What follows belongs to an exercise in optimizing a design on an open flow for small area; a production flow would make more cautious choices.
Function was checked by simulation only, so behaviour that the tests miss may differ from the original.

**design.v**
```verilog
module ulpdac_rb (
    input  wire        clk,
    input  wire        rst,
    input  wire        h_valid,
    input  wire [2:0]  h_op,       
    input  wire [15:0] h_addr,
    input  wire [31:0] h_wdata,
    output reg         h_rvalid,
    output reg  [31:0] h_rdata,
    output reg         im_re,
    output reg  [10:0] im_addr,
    input  wire [31:0] im_rdata,
    output reg         hm_re,
    output reg         hm_we,
    output reg  [10:0] hm_addr,
    output reg  [31:0] hm_wdata,
    input  wire [31:0] hm_rdata,
    output reg  [7:0]  dac_out,
    output reg         dac_strobe
);
    localparam integer P           = 64;
    localparam integer N           = 100;
    localparam integer CURSOR_ADDR = P;
    localparam integer RING_BASE   = P + 1;
    localparam integer TABLE_BASE  = P + 1 + N;
    localparam integer REGION_END  = P + 1 + N + 512;
    localparam integer TWO_N       = 2 * N;
    localparam integer K           = 8;                  
    localparam integer OFF         = (1 << (K - 1)) - N;
    localparam [3:0] C_ILLEGAL   = 4'd1;
    localparam [3:0] C_FETCH     = 4'd2;
    localparam [3:0] C_DATA      = 4'd3;
    localparam [3:0] C_CURSOR    = 4'd4;
    localparam [3:0] C_STOREPROT = 4'd5;
    localparam [2:0] OP_RREAD  = 3'd0;
    localparam [2:0] OP_RWRITE = 3'd1;
    localparam [2:0] OP_MREAD  = 3'd2;
    localparam [2:0] OP_MWRITE = 3'd3;
    localparam [2:0] OP_MLEN   = 3'd4;
    function [K-1:0] genc;
        input [K-1:0] v;
        reg   [K-1:0] b;
        begin
            b    = v + OFF[K-1:0];
            genc = b ^ (b >> 1);
        end
    endfunction
    function [K-1:0] gdec;
        input [K-1:0] g;
        reg   [K-1:0] b;
        integer i;
        begin
            b[K-1] = g[K-1];
            for (i = K - 2; i >= 0; i = i - 1)
                b[i] = b[i+1] ^ g[i];
            gdec = b - OFF[K-1:0];
        end
    endfunction
    reg  [15:0] x0, x1, x2, x3;
    reg  [15:0] pc;
    reg         run;
    reg  [3:0]  cause;
    reg  [15:0] fpc;
    reg  [16:0] cnt;           
    reg  [31:0] ir;            
    reg  [15:0] ldata;         
    reg  [7:0]  rcell;         
    reg  [K-1:0] rsync_g;      
    reg  [6:0]  wcur;
    reg         herr;
    function [15:0] rdreg;
        input [1:0] idx;
        begin
            case (idx)
                2'd0: rdreg = x0;
                2'd1: rdreg = x1;
                2'd2: rdreg = x2;
                default: rdreg = x3;
            endcase
        end
    endfunction
    wire [31:0] w = (cnt == 17'd1) ? im_rdata : ir;
    wire is_wout  = (w & 32'hFFFFFF00) == 32'h10000000;
    wire is_delay = (w & 32'hFFFF0000) == 32'h20000000;
    wire is_st    = (w & 32'hFF0FF800) == 32'h30000000;
    wire is_ld    = (w & 32'hFF0FF800) == 32'h40000000;
    wire is_movi  = (w & 32'hFF3F0000) == 32'h50000000;
    wire is_addi  = (w & 32'hFF0F0000) == 32'h51000000;
    wire is_andi  = (w & 32'hFF0F0000) == 32'h52000000;
    wire is_lshi  = (w & 32'hFF0F0000) == 32'h53000000;
    wire is_rshi  = (w & 32'hFF0F0000) == 32'h54000000;
    wire is_rshr  = (w & 32'hFF03FFFF) == 32'h64000000;
    wire is_jmp   = (w & 32'hFFFFF800) == 32'h70000000;
    wire is_jmpr  = (w & 32'hFFCFFFFF) == 32'h80000000;
    wire is_bgei  = (w & 32'hF3800000) == 32'h90000000;
    wire is_alu   = is_movi | is_addi | is_andi | is_lshi | is_rshi | is_rshr;
    wire legal    = is_wout | is_delay | is_st | is_ld | is_alu |
                    is_jmp | is_jmpr | is_bgei;
    wire [1:0]  f_rd   = w[23:22];
    wire [1:0]  f_rs   = w[21:20];
    wire [1:0]  f_rt   = w[19:18];
    wire [1:0]  f_brs  = w[27:26];
    wire [15:0] f_imm  = w[15:0];
    wire [15:0] f_off  = {5'd0, w[10:0]};
    wire [15:0] f_tgt  = {5'd0, w[22:12]};
    wire [15:0] f_thr  = {4'd0, w[11:0]};
    wire [15:0] v_rd   = rdreg(f_rd);
    wire [15:0] v_rs   = rdreg(f_rs);
    wire [15:0] v_rt   = rdreg(f_rt);
    wire [15:0] v_brs  = rdreg(f_brs);
    wire [15:0] ea     = v_rs + f_off;
    wire        ea_ok  = ea < REGION_END;
    reg  [16:0] cost;
    always @(*) begin
        if (is_delay)                    cost = 17'd6 + {1'b0, w[15:0]};
        else if (is_wout)                cost = 17'd12;
        else if (is_ld | is_st)          cost = 17'd8;
        else if (is_alu)                 cost = 17'd6;
        else                             cost = 17'd4;
    end
    wire        fetch_bad = pc >= REGION_END;
    reg         fault;
    reg  [3:0]  fault_cause;
    always @(*) begin
        fault       = 1'b1;
        fault_cause = 4'd0;
        if (fetch_bad)                               fault_cause = C_FETCH;
        else if (!legal)                             fault_cause = C_ILLEGAL;
        else if ((is_ld | is_st) && !ea_ok)          fault_cause = C_DATA;
        else if (is_st && ea != CURSOR_ADDR)         fault_cause = C_STOREPROT;
        else if (is_st && v_rd >= TWO_N)             fault_cause = C_CURSOR;
        else                                         fault = 1'b0;
    end
    reg [15:0] alu_res;
    always @(*) begin
        alu_res = 16'd0;
        if (is_movi)      alu_res = f_imm;
        else if (is_addi) alu_res = v_rs + f_imm;
        else if (is_andi) alu_res = v_rs & f_imm;
        else if (is_lshi) alu_res = (f_imm >= 16'd16) ? 16'd0 : (v_rs << f_imm[3:0]);
        else if (is_rshi) alu_res = (f_imm >= 16'd16) ? 16'd0 : (v_rs >> f_imm[3:0]);
        else if (is_rshr) alu_res = (v_rt  >= 16'd16) ? 16'd0 : (v_rs >> v_rt[3:0]);
    end
    reg [15:0] pc_next;
    always @(*) begin
        if (is_jmp)                          pc_next = {5'd0, w[10:0]};
        else if (is_jmpr)                    pc_next = v_rs;
        else if (is_bgei && v_brs >= f_thr)  pc_next = f_tgt;
        else                                 pc_next = pc + 16'd1;
    end
    wire [K-1:0] rcur      = gdec(rsync_g);
    wire [7:0]   rhalf     = {1'b0, rcur[K-1:1]};
    wire [8:0]   fdiff     = {1'b0, rhalf} + N - {2'b0, wcur};
    wire [8:0]   fmod1     = (fdiff >= N) ? fdiff - N : fdiff;
    wire [8:0]   fmod2     = (fmod1 >= N) ? fmod1 - N : fmod1;
    wire [6:0]   hfree     = fmod2[6:0];
    wire [6:0]   wcur_inc  = (wcur == N - 1) ? 7'd0 : wcur + 7'd1;
    wire h_rreg   = h_valid && h_op == OP_RREAD;
    wire h_wreg   = h_valid && h_op == OP_RWRITE;
    wire h_rmem   = h_valid && h_op == OP_MREAD;
    wire h_wmem   = h_valid && h_op == OP_MWRITE;
    wire h_mlen   = h_valid && h_op == OP_MLEN;
    wire h_badop  = h_valid && h_op > OP_MLEN;
    wire a_inrgn  = h_addr < REGION_END;
    wire a_cursor = h_addr == CURSOR_ADDR;
    wire a_ring   = h_addr >= RING_BASE && h_addr < TABLE_BASE;
    wire start    = h_wreg && h_addr == 16'd0 && h_wdata[0] && !run;
    wire stop     = h_wreg && h_addr == 16'd0 && !h_wdata[0];
    wire push     = h_wreg && h_addr == 16'd7;
    wire wcur_wr  = h_wreg && h_addr == 16'd2 && h_wdata < N;
    wire cell_wr  = h_wmem && a_cursor && !run && h_wdata < TWO_N;
    wire herr_clr = h_wreg && h_addr == 16'd1 && h_wdata[2];
    reg refuse;
    always @(*) begin
        refuse = 1'b0;
        if (h_badop) refuse = 1'b1;
        if (h_rreg && h_addr >= 16'd7) refuse = 1'b1;
        if (h_wreg && (h_addr >= 16'd8 || (h_addr >= 16'd3 && h_addr <= 16'd6)))
            refuse = 1'b1;
        if (h_wreg && h_addr == 16'd2 && h_wdata >= N) refuse = 1'b1;
        if (h_rmem && !a_inrgn) refuse = 1'b1;
        if (h_wmem && !a_inrgn) refuse = 1'b1;
        if (h_wmem && a_inrgn && !a_ring && run) refuse = 1'b1;
        if (h_wmem && a_cursor && h_wdata >= TWO_N) refuse = 1'b1;
    end
    reg [31:0] reg_rd;
    always @(*) begin
        case (h_addr[2:0])
            3'd0: reg_rd = {31'd0, run};
            3'd1: reg_rd = {8'd0, fpc, cause, 1'b0, herr, cause != 4'd0, run};
            3'd2: reg_rd = {25'd0, wcur};
            3'd3: reg_rd = {24'd0, rcur};
            3'd4: reg_rd = {24'd0, rsync_g};
            3'd5: reg_rd = {25'd0, wcur ^ (wcur >> 1)};
            3'd6: reg_rd = {25'd0, hfree};
            default: reg_rd = 32'd0;
        endcase
    end
    always @(*) begin
        hm_re    = 1'b0;
        hm_we    = 1'b0;
        hm_addr  = h_addr[10:0];
        hm_wdata = h_wdata;
        if (push) begin
            hm_we    = 1'b1;
            hm_addr  = RING_BASE[10:0] + {4'd0, wcur};
            hm_wdata = {16'd0, h_wdata[15:0]};
        end else if (h_rmem && a_inrgn && !a_cursor) begin
            hm_re    = 1'b1;
        end else if (h_wmem && a_inrgn && !a_cursor && (a_ring || !run)) begin
            hm_we    = 1'b1;
        end
    end
    reg        rsp_mem;
    reg [31:0] rsp_val;
    always @(posedge clk) begin
        if (rst) begin
            h_rvalid <= 1'b0;
            rsp_mem  <= 1'b0;
            rsp_val  <= 32'd0;
        end else begin
            h_rvalid <= h_rreg | h_rmem | h_mlen;
            rsp_mem  <= hm_re;
            if (refuse)
                rsp_val <= 32'd0;
            else if (h_rreg)
                rsp_val <= reg_rd;
            else if (h_rmem)
                rsp_val <= {24'd0, rcur};
            else
                rsp_val <= REGION_END;
        end
    end
    always @(*) h_rdata = rsp_mem ? hm_rdata : rsp_val;
    always @(*) begin
        im_re   = 1'b0;
        im_addr = pc[10:0];
        if (run && cnt == 17'd0) begin
            im_re   = !fetch_bad;
        end else if (run && cnt == 17'd1 && !fault && is_ld) begin
            im_re   = ea != CURSOR_ADDR;
            im_addr = ea[10:0];
        end
    end
    wire last = cnt == cost - 17'd1;
    always @(posedge clk) begin
        if (rst) begin
            run        <= 1'b0;
            pc         <= 16'd0;
            cause      <= 4'd0;
            fpc        <= 16'd0;
            cnt        <= 17'd0;
            rcell      <= 8'd0;
            rsync_g    <= genc(8'd0);
            wcur       <= 7'd0;
            herr       <= 1'b0;
            dac_out    <= 8'h80;
            dac_strobe <= 1'b0;
        end else begin
            dac_strobe <= 1'b0;
            rsync_g    <= genc(rcell);
            if (refuse)        herr <= 1'b1;
            else if (herr_clr) herr <= 1'b0;
            if (wcur_wr)       wcur <= h_wdata[6:0];
            if (push)          wcur <= wcur_inc;
            if (cell_wr) begin
                rcell   <= h_wdata[7:0];
                rsync_g <= genc(h_wdata[7:0]);
            end
            if (start) begin
                run   <= 1'b1;
                pc    <= 16'd0;
                cause <= 4'd0;
                fpc   <= 16'd0;
                cnt   <= 17'd0;
            end else if (stop) begin
                run   <= 1'b0;
                cnt   <= 17'd0;
            end else if (run) begin
                if (cnt == 17'd0) begin
                    cnt <= 17'd1;
                end else if (cnt == 17'd1 && fault) begin
                    run   <= 1'b0;
                    cause <= fault_cause;
                    fpc   <= pc;
                    cnt   <= 17'd0;
                end else if (last) begin
                    cnt <= 17'd0;
                    pc  <= pc_next;
                    if (is_alu) begin
                        case (f_rd)
                            2'd0: x0 <= alu_res;
                            2'd1: x1 <= alu_res;
                            2'd2: x2 <= alu_res;
                            default: x3 <= alu_res;
                        endcase
                    end
                    if (is_ld) begin
                        case (f_rd)
                            2'd0: x0 <= ldata;
                            2'd1: x1 <= ldata;
                            2'd2: x2 <= ldata;
                            default: x3 <= ldata;
                        endcase
                    end
                    if (is_st)
                        rcell <= v_rd[7:0];
                    if (is_wout) begin
                        dac_out    <= w[7:0];
                        dac_strobe <= 1'b1;
                    end
                end else begin
                    cnt <= cnt + 17'd1;
                end
                if (cnt == 17'd1)
                    ir <= im_rdata;
                if (cnt == 17'd2)
                    ldata <= ld_word;
            end
        end
    end
    reg ld_cursor;
    always @(posedge clk) begin
        if (run && cnt == 17'd1)
            ld_cursor <= ea == CURSOR_ADDR;
    end
    wire [15:0] ld_word = ld_cursor ? {8'd0, rcell} : im_rdata[15:0];
endmodule
```
**run.sh**
```bash
#!/bin/bash
# synth_recipe.tcl (not shown) runs the flow's synth.tcl, then flattens the netlist and writes it again
# the make line also repeats each setting of config.mk as NAME=value (left out here)
make -C /OpenROAD-flow-scripts/flow DESIGN_CONFIG=/design/flow/config.mk WORK_HOME=/design/flow/orfs CLKGATE_MAP_FILE= SYNTH_SCRIPT=/design/flow/synth_recipe.tcl finish
```
**config.mk**
```make
export PLATFORM = sky130hd
export DESIGN_NAME = ulpdac_rb
export DESIGN_NICKNAME = ulpdac_rb
export VERILOG_FILES = /design/flow/design.v
export SDC_FILE = /design/flow/constraint.sdc
export NUM_CORES = 4
export LEC_CHECK = 0
export CAP_MARGIN = 20
export CORE_MARGIN = 2
export CORE_UTILIZATION = 40
export PLACE_DENSITY = 0.6
export SLEW_MARGIN = 20
```
**constraint.sdc**
```tcl
create_clock -name core_clock -period 12.0 [get_ports {clk}]
set_input_delay 2.4000 -clock core_clock [delete_from_list [all_inputs] [get_ports {clk}]]
set_output_delay 2.4000 -clock core_clock [all_outputs]
set_load 0.01 [all_outputs]
```
==> results.json <==
{
  "yosys.area.top_type_share_pct": 15.5,
  "nets": 3087,
  "fin_crit_ps": 11120,
  "critPathCaptureType": "primary output",
  "antenna_cells": 0,
  "cts_made_buffers": 29,
  "grt_first_pass_wirelength_mm": 146,
  "grt_use_total_pct": 34.3,
  "post_cts_resize_count": 0,
  "gp_congestion": 0.993,
  "yosysUniqueCellTypes": 96,
  "synth_edf_count": 113,
  "yosys_warnings": 1,
  "die_x_um": 238,
  "core_area_mm2": 0.0539,
  "row_count": 85,
  "drt-total-wl_mm": 101,
  "synth.yosys.seq_area_share_pct": 25.8,
  "cp_slowest_cell": "mux2i_1",
  "worstMarginPinSlew_ps": 1190,
  "timing.slew.headroom_pct": 19.8,
  "start_kind": "input port",
  "die-area_mm2": 0.0566,
  "status": "finished clean",
  "synth_nets": 2970,
  "clock_skew_ps": 64.6,
  "timing.fmax_mhz": 89.9,
  "ys_ff_latch": 225,
  "most-common-layout-cells": "332 x nand2_1, 215 x clkdlybuf4s50_1, 186 x nor2_1",
  "fp.dieH_um": 238,
  "cts.sinks": 225,
  "power.leakage_nw": 9.31,
  "fin_crit_sh_pct": 92.7,
  "syn_avg_cell_area_um2": 7.87,
  "hpwl_mm": 78.2,
  "wl_per_cell_um": 27.9,
  "antenna_found_initial": 2,
  "dr.pass1.iters": 7,
  "post_cts_buffers": 0,
  "vias_per_cell": 6.47,
  "htree_levels": 1,
  "critPathMaxStageDelay_ps": 790,
  "ant_nets": 0,
  "clkTransAtPathRegs_ps": 60,
  "power.density_mw_per_mm2": 72.6,
  "grt_max_degree": 65,
  "cp_num_buf_inv": 5,
  "start_util_pct": 40.6,
  "cts_tree": "yes",
  "syn_inst": 2778,
  "fin_setup_tns_ps": 0,
  "synth_area_leaders": "edfxtp_1 16%, dfxtp_1 10%, mux2i_1 7.8%, nand2_1 5.7%, ha_1 4.1%",
  "hold_buffers": 0,
  "ios": 217,
  "ir_drop_uv": 125,
  "layout_commonest_cell": "nand2_1",
  "drc": 0,
  "final_hold_viol_count": 0,
  "cp_cell_sequence": "clkdlybuf4s50_1 -> buf_4 -> mux2i_2 -> buf_4 -> mux2i_1 -> ha_1 -> a211oi_1 -> o211ai_1 -> a41oi_1 -> o21a_1 -> o21ai_1 -> a2111oi_2 -> o221ai_1 -> a2111oi_0 -> nand3_1 -> buf_4 -> o21ai_0 -> clkdlybuf4s50_1",
  "cp.arrival_ps": 8720,
  "synthArstFlopShare_pct": 0,
  "rsz0062_at_grt": "no",
  "finalMaxSlewViolations": 0,
  "vias": 23389,
  "hp-class": "flop to flop",
  "crit_fanout": 18,
  "drtIter0Drc": 2485,
  "fin_total_pwr_mw": 1.86,
  "crit_required_ps": 9600,
  "setup_viol": 0,
  "port_buffers": 216,
  "area_growth_pct": 17.0,
  "critPathMostFrequentCell": "buf_4",
  "clockRootBuffer": "clkbuf_16",
  "syn-cell-area_mm2": 0.0219,
  "cp_top_family": "compound AO/OA/AOI/OAI gates",
  "synth_top_area_cell": "edfxtp_1",
  "maxCapViolCount": 0,
  "synth-main-ff-cell": "edfxtp_1",
  "path_class": "input port to primary output",
  "clk_latency_ps": 620,
  "clockBufferDepth": 3,
  "grt_pass1_vias": 21916,
  "drive_gt1_share_pct": 8.47,
  "grt_overflow": 0
}
registers in the layout, summed over array words and instances (netlist names), 7 cells and up:
name     cells
cnt         17
dac_out      8
fpc         16
ir          32
ldata       16
pc          16
rcell        8
rsp_val     24
rsync_g      8
wcur         7
x0          16
x1          16
x2          16
x3          16
layer usage:
metal  global-route usage [%]  vias up  part of all wire [%]
li1                         -    10619                     -
met1                     44.3    11307                    41
met2                     55.9     1199                    45
met3                     5.38      260                   7.8
met4                     16.8        4                   5.6
met5                        0        -                 0.027
cells by family (layout without fill, tap and decap cells):
family,count (synthesis),after routing,share of synthesized area [%]
AOI/OAI and AO/OA,729,729,22.6
DFF,225,225,25.8
and+or+nand+nor,1102,1102,25.5
xor gates and xnor gates,109,109,4.37
adders and majority gates,74,74,4.30
muxes,238,238,11.6
buffers and inverters,301,440,5.88
final cells by class:
| class | count | area, um^2 |
|---|---|---|
| Clock buffer | 39 | 836 |
| Clock inverter | 14 | 145 |
| Fill cell | 5268 | 28300 |
| Inverter | 99 | 374 |
| Multi-Input combinational cell | 2252 | 15000 |
| Sequential cell | 225 | 5640 |
| Tap cell | 696 | 871 |
| Timing Repair Buffer | 288 | 2700 |
per-stage QoR:
stage,util [%],hold WS [ps],instances,cell area [um^2],setup slack (ps)
after floorplan,-,429,2778,21900,2370
after global placement,45.6,438,3559,24600,1110
after detailed placement,45.6,437,3560,24600,1060
after CTS,47.5,457,3613,25600,964
after global routing,47.5,476,3613,25600,598
final,47.5,458,3613,25600,876
worst register-to-register path, delay by kind of cell (launching register included):
family	cells	cell delay (ps)
AND/OR/NAND/NOR	10	3040
buffers and inverters	4	1880
AO/OA/AOI/OAI	5	1790
adder cells (fa/ha/maj)	2	800
flip-flops	1	450
final timing paths:
kind	startpoint	end	slack (ps)	depth (start not counted)
worst max register to register	cnt[0]	x2[4]	3560	21
worst max-delay path	im_rdata[21]	im_addr[8]	880	18
worst min register to register	fpc[0]	rsp_val[8]	460	1
worst min-delay path	fpc[0]	rsp_val[8]	460	1
cells in the mapped netlist, types with 52 or more instances:
cell type / count
o21ai_0: 126
mux2_2: 60
o21a_1: 52
nor4_1: 58
nor2_1: 186
and2_1: 69
nand2_1: 333
nor3_1: 72
dfxtp_1: 112
ha_1: 72
nand3_1: 116
a21oi_1: 139
edfxtp_1: 113
o211ai_1: 65
mux2i_1: 171
clkbuf_1: 131
inv_1: 91
xnor2_1: 66
report_power, final:
| group | internal [mW] | switching [mW] |
|---|---|---|
| Sequential | 0.802 | 0.000743 |
| Clock | 0.533 | 0.382 |
| Combinational | 0.0704 | 0.0693 |
| Total | 1.41 | 0.452 |

-- afterwards: timing with drivers on the ports --
No port has a modelled driver above. Below, the same layout with a new extraction and two added sets of constraints.
Step 1, drivers: a clkbuf_16 drives clk and a buf_2 each remaining input, both assumed.
Step 2 moves the port delays by t, midway between the first and last clock arrival at a register: inputs arrive t later, outputs are due t later. That takes back most of the time a late clock gives input paths.
a / b / c = no drivers / after step 1 / after step 2; a / b = the first two.
t, ns: 0.648
setup slack, ns: 0.876 / 0.854 / 0.854
clock arrival spread, ns: 0.066 / 0.066
worst register clock-pin slew, ns: 0.07 / 0.07
After both steps setup and hold are still met in this run. The setup slack of this run moves by -0.022 ns with the drivers and by -0.022 ns with both steps.
